This is an optimization exercise on Yosys and OpenROAD, whose aim is small area, not a production implementation. Where RTL was checked, it was by simulation tests only, not by an equivalence proof against the original. Power figures rest on the tool's default switching activity, not on a simulated workload.

==> trial 93 <==
Design veml6035_ctrl, start of the top module:
module veml6035_ctrl (
  input         clk,
  input         rst,
  input         cmd_valid,
  input  [63:0] cmd_word,
  output        cmd_ready,
  output [2:0]  status,
  output [63:0] result,
  output [15:0] err,
  output [1:0]  state,
  output        tx_req,
  output [1:0]  tx_op,
  output [6:0]  tx_addr,
  output [1:0]  tx_len,
  output [23:0] tx_wdata,
  output        tx_stop,
  input         tx_ack,
  input  [7:0]  tx_rdata,
  input         tx_fail
);
  localparam ST_OK = 3'd0, ST_BUS = 3'd1, ST_IDM = 3'd2, ST_INV = 3'd3, ST_ILL = 3'd4,
             ST_NONE = 3'd7;
  localparam S_UNINIT = 2'd0, S_PROBING = 2'd1, S_CONFIGURED = 2'd2, S_FAILED = 2'd3;
  localparam [31:0] LENS_ONE = 32'h0001_0000;
  localparam PC_S0 = 5'd0,  PC_S1 = 5'd1,  PC_RW = 5'd2,  PC_WW = 5'd3,
             PC_ALS = 5'd4, PC_FLG = 5'd5, PC_FREL = 5'd7,
             PC_A0 = 5'd8,  PC_FIN = 5'd15, PC_B0 = 5'd16, PC_FFLG = 5'd23,
             PC_L0 = 5'd24, PC_L1 = 5'd25, PC_R0 = 5'd26, PC_R1 = 5'd27,
             PC_FLENS = 5'd31;
  localparam E_IDLE = 3'd0, E_PRE = 3'd1, E_LUX = 3'd2, E_ADDW = 3'd3,
             E_ARITH = 3'd4, E_CLAMP = 3'd5, E_ROT = 3'd6;
  reg        running;
  reg [2:0]  status_r;      
  reg [58:0] rr;
  reg [7:0]  err_reg;
  reg [2:0]  err_step;
  reg [2:0]  err_cause;
  reg [1:0]  state_r;
  reg [31:0] lens;
  reg [23:0] W;
  reg [1:0]  top;
  reg [1:0]  polls;         
  reg [4:0]  pc;
  wire       treq;
  reg [57:0] P;
  reg [2:0]  eop;
  reg [5:0]  cnt;
  assign cmd_ready = !running;
  assign status    = running ? 3'd6 : status_r;
  assign result    = {{5{rr[58]}}, rr};    
  assign err       = {err_reg, 1'b0, err_step, 1'b0, err_cause};
  assign state     = state_r;
  assign tx_req    = treq;           
  assign tx_op     = top;
  assign tx_addr   = 7'h29;
  assign tx_len    = {(top != 2'd0) | wrp, top == 2'd0};
  assign tx_wdata  = {wr_p ? (P[15:0] | wconst) : W[23:8], keep_reg ? W[7:0] : sreg};
  ...
export LEC_CHECK = 0
export CAP_MARGIN = 0
export CORE_MARGIN = 2
export CORE_UTILIZATION = 50
export PLACE_DENSITY = 0.7
export SLEW_MARGIN = 0
create_clock -name core_clock -period 35.0 [get_ports {clk}]
standard.sh (not shown) runs the stock make flow with config.mk's settings and CLKGATE_MAP_FILE= SYNTH_SCRIPT=/design/flow/synth_recipe.tcl, a recipe that flattens the netlist after the stock synthesis.
==> flow/flow/run.sh <==
#!/bin/bash
set -euo pipefail
export BUFFER_PORTS_ARGS="-buffer_cell sky130_fd_sc_hd__buf_1"
export CTS_ARGS="-sink_clustering_enable -repair_clock_nets -dont_use_dummy_load -buf_list sky130_fd_sc_hd__clkbuf_8 -sink_clustering_size 14 -sink_clustering_max_diameter 110"
bash standard.sh > layout.log 2>&1
==> build 49 (differences from trial 93) <==
--- a/flow/design.v
+++ b/flow/design.v
@@ -33,29 +33,29 @@
   reg [2:0]  status_r;      
   reg [58:0] rr;
   reg [7:0]  err_reg;
   reg [2:0]  err_step;
   reg [2:0]  err_cause;
   reg [1:0]  state_r;
   reg [31:0] lens;
   reg [23:0] W;
+  reg        treq;
   reg [1:0]  top;
   reg [1:0]  polls;         
   reg [4:0]  pc;
-  wire       treq;
   reg [57:0] P;
   reg [2:0]  eop;
   reg [5:0]  cnt;
   assign cmd_ready = !running;
   assign status    = running ? 3'd6 : status_r;
   assign result    = {{5{rr[58]}}, rr};    
   assign err       = {err_reg, 1'b0, err_step, 1'b0, err_cause};
   assign state     = state_r;
-  assign tx_req    = treq;           
+  assign tx_req    = treq;
   assign tx_op     = top;
   assign tx_addr   = 7'h29;
   assign tx_len    = {(top != 2'd0) | wrp, top == 2'd0};
   assign tx_wdata  = {wr_p ? (P[15:0] | wconst) : W[23:8], keep_reg ? W[7:0] : sreg};
   assign tx_stop   = wrp;
   wire [3:0]  d_op   = cmd_word[3:0];
   wire [15:0] d_data = cmd_word[31:16];
   wire [31:0] d_arg  = cmd_word[63:32];
@@ -95,17 +95,17 @@
   always @(*) begin
     if (pc == PC_S1 || pc == PC_RW || pc == PC_WW || pc == PC_ALS || pc == PC_L1)
       pc_next = PC_FIN;
     else if (pc == PC_FLG)
       pc_next = PC_FFLG;
     else if (pc == PC_R1)
       pc_next = PC_FREL;
     else
-      pc_next = {pc[4:3], pc[2:0] + 3'd1};    
+      pc_next = pc + 5'd1;
   end
   reg [7:0]  sreg;
   reg        keep_reg;
   reg        wr_p;          
   reg [15:0] wconst;
   always @(*) begin
     keep_reg = (pc == PC_RW) || (pc == PC_WW);
     wr_p     = (pc[4:3] == 2'b10) || (pc == 5'd11) || (pc == 5'd12);
@@ -123,50 +123,32 @@
       5'd9, PC_R0:  rb_bit1 = 1'b0;
       5'd13:        rb_bit1 = 1'b1;
       default:      rb_bit1 = tx_rdata[1];
     endcase
   end
   wire [3:0] it = {tx_rdata[1:0], W[15:14]};
   wire [2:0] k_res = (it[3:2] == 2'b00) ? {1'b0, ~it[1:0]} :
                      (it[3:2] == 2'b11) ? 3'd5 : 3'd4;
-  wire       kg    = ~tx_rdata[2];
-  wire       ks    = tx_rdata[4];
-  wire [3:0] ka;                        
-  wire [3:0] kc;
-  assign kc[0] = kg;
-  assign ka[0] = k_res[0] ^ ks ^ kc[0];
-  assign kc[1] = (k_res[0] & ks) | (kc[0] & (k_res[0] ^ ks));
-  assign ka[1] = k_res[1] ^ ks ^ kc[1];
-  assign kc[2] = (k_res[1] & ks) | (kc[1] & (k_res[1] ^ ks));
-  assign ka[2] = k_res[2] ^ kc[2];
-  assign kc[3] = k_res[2] & kc[2];
-  assign ka[3] = kc[3];
-  wire [3:0] kd    = {ka[3] ^ (ka[2] & ka[1] & ka[0]), ka[2] ^ (ka[1] & ka[0]), ka[1] ^ ka[0], ~ka[0]};
-  wire [3:0] k_new = tx_rdata[3] ? ka : kd;    
+  wire [1:0] k_gf  = tx_rdata[4] ? 2'd3 : 2'd0;
+  wire [3:0] k_new = {1'b0, k_res} + {2'b0, k_gf} + {3'd0, ~tx_rdata[2]} + {3'd0, ~tx_rdata[3]} - 4'd1;
   wire e_idle  = (eop == E_IDLE);
   wire e_whole = (eop == E_PRE) || (eop == E_LUX) || (eop == E_ADDW) || (eop == E_ROT);
   wire e_low   = (eop == E_ARITH) || (eop == E_CLAMP);
   wire c63     = (cnt == 6'd63);
   wire a_mul   = (eop == E_ARITH) && !cnt[5];
   wire a_div   = (eop == E_ARITH) && cnt[5];
   wire a_fin   = (eop == E_ARITH) && c63;
   wire [7:0] dt   = {P[38:32], P[31]};
-  wire       dge  = dt[7] | (dt[6] & dt[5] & (dt[4] | dt[3] | dt[2]));    
-  wire       dc3  = dt[2];
-  wire       dc4  = dt[3] | dc3;
-  wire       dc5  = dt[4] | dc4;
-  wire       dc6  = dt[5] & dc5;
-  wire [6:0] drem = dge ? {dt[6] ^ dc6, dt[5] ^ dc5, ~(dt[4] ^ dc4), ~(dt[3] ^ dc3), ~dt[2], dt[1:0]} :
-                          dt[6:0];
+  wire       dge  = (dt >= 8'd100);
+  wire [6:0] drem = dge ? (dt[6:0] + 7'd28) : dt[6:0];
   wire       pass = top[1];
   wire       dq   = pass ? dge : !dge;
   wire       rnz  = (drem != 7'd0);
-  wire       inc  = (P[30:0] == 31'd0) && !dt[7] && !dt[6] &&
-                    (!dt[5] || !dt[4] || !(dt[3] | dt[2] | dt[1]));    
+  wire       inc  = (P[30:0] == 31'd0) && !dge && (dt < 8'd50);
   wire arm_pre = (pc == PC_A0) && (status_r == ST_OK);
   reg  mb;
   always @(*) begin
     case (eop)
       E_PRE:   mb = arm_pre && (cnt[3:0] == 4'd8) && (cnt[5] != cnt[4]);   
       E_LUX:   mb = !cnt[5] && lens[~cnt[4:0]];
       E_ADDW:  mb = (pc != PC_FFLG);
       E_ARITH: mb = a_mul ? P[38] : a_fin;
@@ -183,55 +165,31 @@
       E_ARITH:   a0 = a_div & dq;
       E_ADDW:    a0 = (pc == PC_FFLG) && (W[23] | W[22]);
       E_LUX:     a0 = (pc == PC_FLENS) && mb;
       default:   a0 = 1'b0;
     endcase
   end
   wire cin = a_fin && (pass ? inc : !rnz);
   wire [57:0] ash = {P[56:0], a0};
-  wire [48:0] cy;
-  wire [47:0] sm;
-  assign cy[0] = cin;
-  genvar gi;
-  generate
-    for (gi = 0; gi < 16; gi = gi + 1) begin : g_add
-      assign sm[gi]   = ash[gi] ^ bop[gi] ^ cy[gi];
-      assign cy[gi+1] = (ash[gi] & bop[gi]) | (ash[gi] & cy[gi]) | (bop[gi] & cy[gi]);
-    end
-    for (gi = 16; gi < 48; gi = gi + 1) begin : g_inc
-      assign sm[gi]   = ash[gi] ^ cy[gi];
-      assign cy[gi+1] = ash[gi] & cy[gi];
-    end
-  endgenerate
-  wire [16:0] lo  = {cy[16], sm[15:0]};
-  wire [31:0] mid = sm[47:16];
+  wire [16:0] lo  = {1'b0, ash[15:0]} + {1'b0, bop} + {16'd0, cin};
+  wire [31:0] mid = ash[47:16] + {31'd0, lo[16]};
   wire [57:0] snext = {ash[57:48], mid, lo[15:0]};
   wire zhi = (P[31:16] == 16'd0);
-  wire [6:0] ccy;
-  wire [5:0] cnt1;                      
-  assign ccy[0] = 1'b1;
-  generate
-    for (gi = 0; gi < 6; gi = gi + 1) begin : g_cnt
-      assign cnt1[gi]  = cnt[gi] ^ ccy[gi];
-      assign ccy[gi+1] = cnt[gi] & ccy[gi];
-    end
-  endgenerate
-  wire e_last = (eop == E_LUX) ? (cnt[5] ? (cnt1[3:0] == W[3:0]) : (cnt[4:0] == 5'd31 && W[3:0] == 4'd0)) :
+  wire e_last = (eop == E_LUX) ? (cnt[5] ? ((cnt[3:0] ^ W[3:0]) == 4'hF) : (cnt[4:0] == 5'd31 && W[3:0] == 4'd0)) :
                 c63;
   function [5:0] e_first(input [2:0] e, input p);
     case (e)
       E_ADDW:  e_first = 6'd63;
       E_ARITH: e_first = 6'd16;           
       E_ROT:   e_first = p ? 6'd48 : 6'd22;   
       default: e_first = 6'd0;
     endcase
   endfunction
-  assign treq = running && e_idle && !pcfin && (status_r == ST_OK);
-  wire ack = treq && tx_ack;
+  wire ack = running && treq && tx_ack;
   reg  a_fail, a_done;
   always @(*) begin
     a_fail = 1'b0;
     a_done = 1'b0;
     if (ack) begin
       case (top)
         2'd0: begin
           if (wrp) begin
@@ -264,38 +222,41 @@
       if (top == 2'd0)
         e_start = zhi ? E_ROT : E_CLAMP;   
       else if (top == 2'd1)
         e_start = E_ARITH;              
       else if (top == 2'd2 && polls == 2'd0 && !zhi)
         e_start = E_CLAMP;              
     end
   end
-  wire complete = running && e_idle && !treq;
+  wire present  = running && !treq && e_idle && !pcfin && (status_r == ST_OK);
+  wire complete = running && !treq && e_idle &&
+                  (pcfin || status_r == ST_BUS || status_r == ST_IDM);
   always @(posedge clk) begin
     if (e_whole)
       P <= snext;
     else if (e_low)
       P[38:0] <= {(a_div ? (a_fin ? 7'd0 : drem) : snext[38:32]), snext[31:0]};
     if (rst) begin
       running   <= 1'b0;
       status_r  <= ST_NONE;
       rr        <= 59'd0;
       err_reg   <= 8'd0;
       err_step  <= 3'd0;
       err_cause <= 3'd0;
       state_r   <= S_UNINIT;
       lens      <= LENS_ONE;
+      treq      <= 1'b0;
       eop       <= E_IDLE;
     end else begin
       if (e_start != E_IDLE) begin
         eop <= e_start;
         cnt <= e_first(e_start, e_start == E_ROT ? pc == 5'd11 : 1'b0);
       end else if (!e_idle) begin
-        cnt <= cnt1;
+        cnt <= cnt + 6'd1;
         if (e_last) begin
           if (eop == E_PRE && pc == PC_FLENS && status_r == ST_OK) begin
             eop <= E_LUX;
             cnt <= 6'd0;
           end else if (eop == E_CLAMP && !pass) begin
             eop <= E_ROT;
             cnt <= 6'd22;
           end else
@@ -310,17 +271,21 @@
           state_r <= S_PROBING;
         if (d_ok && d_op == 4'hA)
           lens <= d_arg;
         W        <= cmd_word[31:8];
         top      <= 2'd0;
         eop      <= E_PRE;
         cnt      <= 6'd0;
       end
+      if (present) begin
+        treq <= 1'b1;
+      end
       if (ack) begin
+        treq <= 1'b0;
         case (top)
           2'd0: if (!wrp && !a_fail) top <= 2'd1;
           2'd1: begin
             polls[0] <= tx_fail;
             if (!a_fail) begin
               top   <= 2'd2;
               polls <= 2'd0;
             end
@@ -334,17 +299,17 @@
           end
           default: begin
             if (!polls[0]) begin
               W[15:8]  <= {tx_rdata[7:2], rb_bit1, tx_rdata[0]};
               polls[0] <= 1'b1;
             end else begin
               W[23:16] <= tx_rdata;
               if (pc == PC_L0)
-                W[3:0] <= k_new;
+                W[3:0] <= ~k_new;
             end
           end
         endcase
         if (a_fail) begin
           if (pc == PC_R0)
             pc <= PC_FREL;
           else
             status_r <= ST_BUS;
@@ -353,22 +318,25 @@
         end else if (a_done) begin
           pc  <= pc_next;
           top <= 2'd0;
         end
       end
       if (complete) begin
         running <= 1'b0;
         rr      <= {status_r != ST_OK, P};
-        if (!status_r[2] && (status_r[1] ^ status_r[0])) begin
+        if (status_r == ST_BUS) begin
           err_reg   <= tx_wdata[7:0];
           err_step  <= (pc[4:3] != 2'b00) ? pc[2:0] : {2'b00, pc == PC_S1};
-          err_cause <= status_r[1] ? 3'd6 :
-                       (top == 2'd0) ? (wrp ? 3'd1 : 3'd2) :
+          err_cause <= (top == 2'd0) ? (wrp ? 3'd1 : 3'd2) :
                        (top == 2'd1) ? (polls[0] ? 3'd3 : 3'd4) : 3'd5;
+        end else if (status_r == ST_IDM) begin
+          err_reg   <= 8'h07;
+          err_step  <= 3'd2;
+          err_cause <= 3'd6;
         end else begin
           err_reg   <= 8'd0;
           err_step  <= 3'd0;
           err_cause <= 3'd0;
         end
         if (state_r == S_PROBING)
           state_r <= (status_r == ST_OK) ? S_CONFIGURED : S_FAILED;
         if (pc == PC_FREL)
==> flow/flow/run.sh (replaced) <==
#!/bin/bash
set -euo pipefail
export BUFFER_PORTS_ARGS="-buffer_cell sky130_fd_sc_hd__buf_1"
export CTS_ARGS="-sink_clustering_enable -repair_clock_nets -dont_use_dummy_load -buf_list sky130_fd_sc_hd__clkbuf_8 -sink_clustering_size 16 -sink_clustering_max_diameter 120"
bash standard.sh > layout.log 2>&1
Settings changed: CAP_MARGIN 0 to 20, SLEW_MARGIN 0 to 20.
==> trial 18 (differences from trial 93) <==
--- a/flow/design.v
+++ b/flow/design.v
@@ -19,17 +19,17 @@
   input         tx_fail
 );
   localparam ST_OK = 3'd0, ST_BUS = 3'd1, ST_IDM = 3'd2, ST_INV = 3'd3, ST_ILL = 3'd4,
              ST_NONE = 3'd7;
   localparam S_UNINIT = 2'd0, S_PROBING = 2'd1, S_CONFIGURED = 2'd2, S_FAILED = 2'd3;
   localparam [31:0] LENS_ONE = 32'h0001_0000;
   localparam PC_S0 = 5'd0,  PC_S1 = 5'd1,  PC_RW = 5'd2,  PC_WW = 5'd3,
              PC_ALS = 5'd4, PC_FLG = 5'd5, PC_FREL = 5'd7,
-             PC_A0 = 5'd8,  PC_FIN = 5'd15, PC_B0 = 5'd16, PC_FFLG = 5'd23,
+             PC_A0 = 5'd8,  PC_FIN = 5'd15, PC_B0 = 5'd16, PC_FFLG = 5'd31,    
              PC_L0 = 5'd24, PC_L1 = 5'd25, PC_R0 = 5'd26, PC_R1 = 5'd27,
              PC_FLENS = 5'd31;
   localparam E_IDLE = 3'd0, E_PRE = 3'd1, E_LUX = 3'd2, E_ADDW = 3'd3,
              E_ARITH = 3'd4, E_CLAMP = 3'd5, E_ROT = 3'd6;
   reg        running;
   reg [2:0]  status_r;      
   reg [58:0] rr;
   reg [7:0]  err_reg;
@@ -44,17 +44,18 @@
   wire       treq;
   reg [57:0] P;
   reg [2:0]  eop;
   reg [5:0]  cnt;
   assign cmd_ready = !running;
   assign status    = running ? 3'd6 : status_r;
   assign result    = {{5{rr[58]}}, rr};    
   assign err       = {err_reg, 1'b0, err_step, 1'b0, err_cause};
-  assign state     = state_r;
+  wire   probing   = running && (pc[4:3] == 2'b10);    
+  assign state     = probing ? S_PROBING : state_r;
   assign tx_req    = treq;           
   assign tx_op     = top;
   assign tx_addr   = 7'h29;
   assign tx_len    = {(top != 2'd0) | wrp, top == 2'd0};
   assign tx_wdata  = {wr_p ? (P[15:0] | wconst) : W[23:8], keep_reg ? W[7:0] : sreg};
   assign tx_stop   = wrp;
   wire [3:0]  d_op   = cmd_word[3:0];
   wire [15:0] d_data = cmd_word[31:16];
@@ -264,17 +265,18 @@
       if (top == 2'd0)
         e_start = zhi ? E_ROT : E_CLAMP;   
       else if (top == 2'd1)
         e_start = E_ARITH;              
       else if (top == 2'd2 && polls == 2'd0 && !zhi)
         e_start = E_CLAMP;              
     end
   end
-  wire complete = running && e_idle && !treq;
+  wire complete = running && e_idle &&
+                  (pcfin || status_r == ST_BUS || status_r == ST_IDM);
   always @(posedge clk) begin
     if (e_whole)
       P <= snext;
     else if (e_low)
       P[38:0] <= {(a_div ? (a_fin ? 7'd0 : drem) : snext[38:32]), snext[31:0]};
     if (rst) begin
       running   <= 1'b0;
       status_r  <= ST_NONE;
@@ -301,18 +303,16 @@
           end else
             eop <= E_IDLE;
         end
       end
       if (!running && cmd_valid) begin
         running  <= 1'b1;
         status_r <= !d_legal ? ST_ILL : d_inv ? ST_INV : ST_OK;
         pc       <= d_ok ? d_pc : PC_FIN;
-        if (d_ok && d_op == 4'h1)
-          state_r <= S_PROBING;
         if (d_ok && d_op == 4'hA)
           lens <= d_arg;
         W        <= cmd_word[31:8];
         top      <= 2'd0;
         eop      <= E_PRE;
         cnt      <= 6'd0;
       end
       if (ack) begin
@@ -353,29 +353,32 @@
         end else if (a_done) begin
           pc  <= pc_next;
           top <= 2'd0;
         end
       end
       if (complete) begin
         running <= 1'b0;
         rr      <= {status_r != ST_OK, P};
-        if (!status_r[2] && (status_r[1] ^ status_r[0])) begin
+        if (status_r == ST_BUS) begin
           err_reg   <= tx_wdata[7:0];
           err_step  <= (pc[4:3] != 2'b00) ? pc[2:0] : {2'b00, pc == PC_S1};
-          err_cause <= status_r[1] ? 3'd6 :
-                       (top == 2'd0) ? (wrp ? 3'd1 : 3'd2) :
+          err_cause <= (top == 2'd0) ? (wrp ? 3'd1 : 3'd2) :
                        (top == 2'd1) ? (polls[0] ? 3'd3 : 3'd4) : 3'd5;
+        end else if (status_r == ST_IDM) begin
+          err_reg   <= 8'h07;
+          err_step  <= 3'd2;
+          err_cause <= 3'd6;
         end else begin
           err_reg   <= 8'd0;
           err_step  <= 3'd0;
           err_cause <= 3'd0;
         end
-        if (state_r == S_PROBING)
+        if (probing)
           state_r <= (status_r == ST_OK) ? S_CONFIGURED : S_FAILED;
         if (pc == PC_FREL)
           state_r <= S_UNINIT;
-        if ((state_r == S_PROBING && status_r == ST_OK) || pc == PC_FREL)
+        if ((probing && status_r == ST_OK) || pc == PC_FREL)
           lens <= LENS_ONE;
       end
     end
   end
 endmodule
==> flow/flow/run.sh (replaced) <==
#!/bin/bash
set -euo pipefail
export BUFFER_PORTS_ARGS="-buffer_cell sky130_fd_sc_hd__buf_1"
export CTS_ARGS="-sink_clustering_enable -repair_clock_nets -dont_use_dummy_load -buf_list sky130_fd_sc_hd__clkbuf_8 -sink_clustering_size 18 -sink_clustering_max_diameter 120"
bash standard.sh > layout.log 2>&1
Settings changed: CORE_UTILIZATION 50 to 65, PLACE_DENSITY 0.7 to 0.8.
==> build 92 (differences from trial 93) <==
--- a/flow/design.v
+++ b/flow/design.v
@@ -264,17 +264,18 @@
       if (top == 2'd0)
         e_start = zhi ? E_ROT : E_CLAMP;   
       else if (top == 2'd1)
         e_start = E_ARITH;              
       else if (top == 2'd2 && polls == 2'd0 && !zhi)
         e_start = E_CLAMP;              
     end
   end
-  wire complete = running && e_idle && !treq;
+  wire complete = running && e_idle &&
+                  (pcfin || status_r == ST_BUS || status_r == ST_IDM);
   always @(posedge clk) begin
     if (e_whole)
       P <= snext;
     else if (e_low)
       P[38:0] <= {(a_div ? (a_fin ? 7'd0 : drem) : snext[38:32]), snext[31:0]};
     if (rst) begin
       running   <= 1'b0;
       status_r  <= ST_NONE;
@@ -353,22 +354,25 @@
         end else if (a_done) begin
           pc  <= pc_next;
           top <= 2'd0;
         end
       end
       if (complete) begin
         running <= 1'b0;
         rr      <= {status_r != ST_OK, P};
-        if (!status_r[2] && (status_r[1] ^ status_r[0])) begin
+        if (status_r == ST_BUS) begin
           err_reg   <= tx_wdata[7:0];
           err_step  <= (pc[4:3] != 2'b00) ? pc[2:0] : {2'b00, pc == PC_S1};
-          err_cause <= status_r[1] ? 3'd6 :
-                       (top == 2'd0) ? (wrp ? 3'd1 : 3'd2) :
+          err_cause <= (top == 2'd0) ? (wrp ? 3'd1 : 3'd2) :
                        (top == 2'd1) ? (polls[0] ? 3'd3 : 3'd4) : 3'd5;
+        end else if (status_r == ST_IDM) begin
+          err_reg   <= 8'h07;
+          err_step  <= 3'd2;
+          err_cause <= 3'd6;
         end else begin
           err_reg   <= 8'd0;
           err_step  <= 3'd0;
           err_cause <= 3'd0;
         end
         if (state_r == S_PROBING)
           state_r <= (status_r == ST_OK) ? S_CONFIGURED : S_FAILED;
         if (pc == PC_FREL)
==> flow/flow/run.sh (replaced) <==
#!/bin/bash
set -euo pipefail
export BUFFER_PORTS_ARGS="-buffer_cell sky130_fd_sc_hd__buf_1"
export CTS_ARGS="-sink_clustering_enable -repair_clock_nets -dont_use_dummy_load -buf_list sky130_fd_sc_hd__clkbuf_8 -sink_clustering_size 18 -sink_clustering_max_diameter 120"
bash standard.sh > layout.log 2>&1
Settings changed: CORE_UTILIZATION 50 to 65, PLACE_DENSITY 0.7 to 0.8.
==> comparison <==
Against trial 93, the synthesized area of build 49 is larger by about 5.5%.
Clock skew, highest first: trial 93, build 49, build 92, trial 18.
The highest design area belongs to build 49, the lowest to trial 18.
Between trial 93 and build 49, the lower first-iteration DRC count is in trial 93 (gap 34%, measured against build 49).
Core utilization, highest first: trial 18, build 92, build 49, trial 93.
Fmax: trial 93 < build 92 < trial 18 < build 49.
In sequential power, build 92 and trial 18 hardly differ.
Cell count, lowest first: trial 18, build 92, trial 93, build 49.
Build 49 finished with timing, DRC and antenna clean. Trial 18 completed with no timing, DRC or antenna violations. Trial 93 finished clean. Build 92 finished clean.
==> figures <==
| metric | build 49 | build 92 | trial 93 | trial 18 |
|---|---|---|---|---|
| Run status | finished clean | finished clean | finished clean | finished clean |
| Final wirelength | 33030 µm | 29030 µm | 29650 µm | 28540 µm |
| Worst-path maximum fanout | 26 | 17 | 17 | 17 |
| Pin count of the biggest net entering global routing | 73 | 77 | 72 | 69 |
| Worst-case hold path end point | rr[37] | rr[23] | P[55] | err_reg[7] |
| Combinational share of power | 13.8% | 13.5% | 14.1% | 13.3% |
| Post-synthesis share of cell area spent on xor and xnor gates | 3.337% | 0.8450% | 0.8415% | 0.8491% |
| Area share of buffers outside the clock network | 6.152% | 6.269% | 6.121% | 6.407% |
| Design area | 13200 µm² | 12350 µm² | 12530 µm² | 12320 µm² |
| Simple-gate share of the synthesized area | 21.32% | 21.76% | 19.57% | 20.70% |
| TritonCTS buffer count | 17 | 15 | 19 | 15 |
| Number of multi-input logic gates | 1018 | 925 | 888 | 889 |
| First-pass GRT wire length | 52580 µm | 45240 µm | 46520 µm | 44930 µm |
| Max_slew headroom | 33.70% | 27.44% | 17.17% | 18.41% |
| CP dominant cell by count | - | sky130_fd_sc_hd__ha_1 | sky130_fd_sc_hd__ha_1 | sky130_fd_sc_hd__ha_1 |
| Clock latency on the worst-skew pair | 530 ps | 530 ps | 540 ps | 510 ps |
| Compound-gate portion of the synthesized area | 16.07% | 15.14% | 14.72% | 12.20% |
The RTL of trial 93 and build 49 was laid out without a check of its function.

[what the ideal ports hide]
How much do the figures lean on ideal ports? The routed layouts below were timed once more, with nothing changed but the port constraints. Step 1 sets driving cells, clkbuf_16 on the clock port and buf_2 on the other inputs (assumed; they add their load-dependent delay and slew). Step 2 times the ports against the registers' clock, not the clock port: input delays grow and output delays shrink by t, the midpoint of the rising clock arrivals with the driver on. Slacks: ideal / step 1 / step 2; pairs: ideal / step 1.
run	shift t [ns]	setup WS [ns]	hold slack, ns
trial 93	0.555	18.922 / 18.922 / 18.922	0.455 / 0.455 / 0.455
build 49	0.545	25.004 / 24.958 / 24.922	0.456 / 0.456 / 0.456
trial 18	0.533	19.458 / 19.458 / 19.458	0.455 / 0.455 / 0.455
build 92	0.544	19.161 / 19.161 / 19.161	0.457 / 0.457 / 0.457
After both steps every run listed still meets setup and hold. For build 49, which loses most, drivers alone change the setup slack by -0.046 ns; drivers and shift together by -0.082 ns.
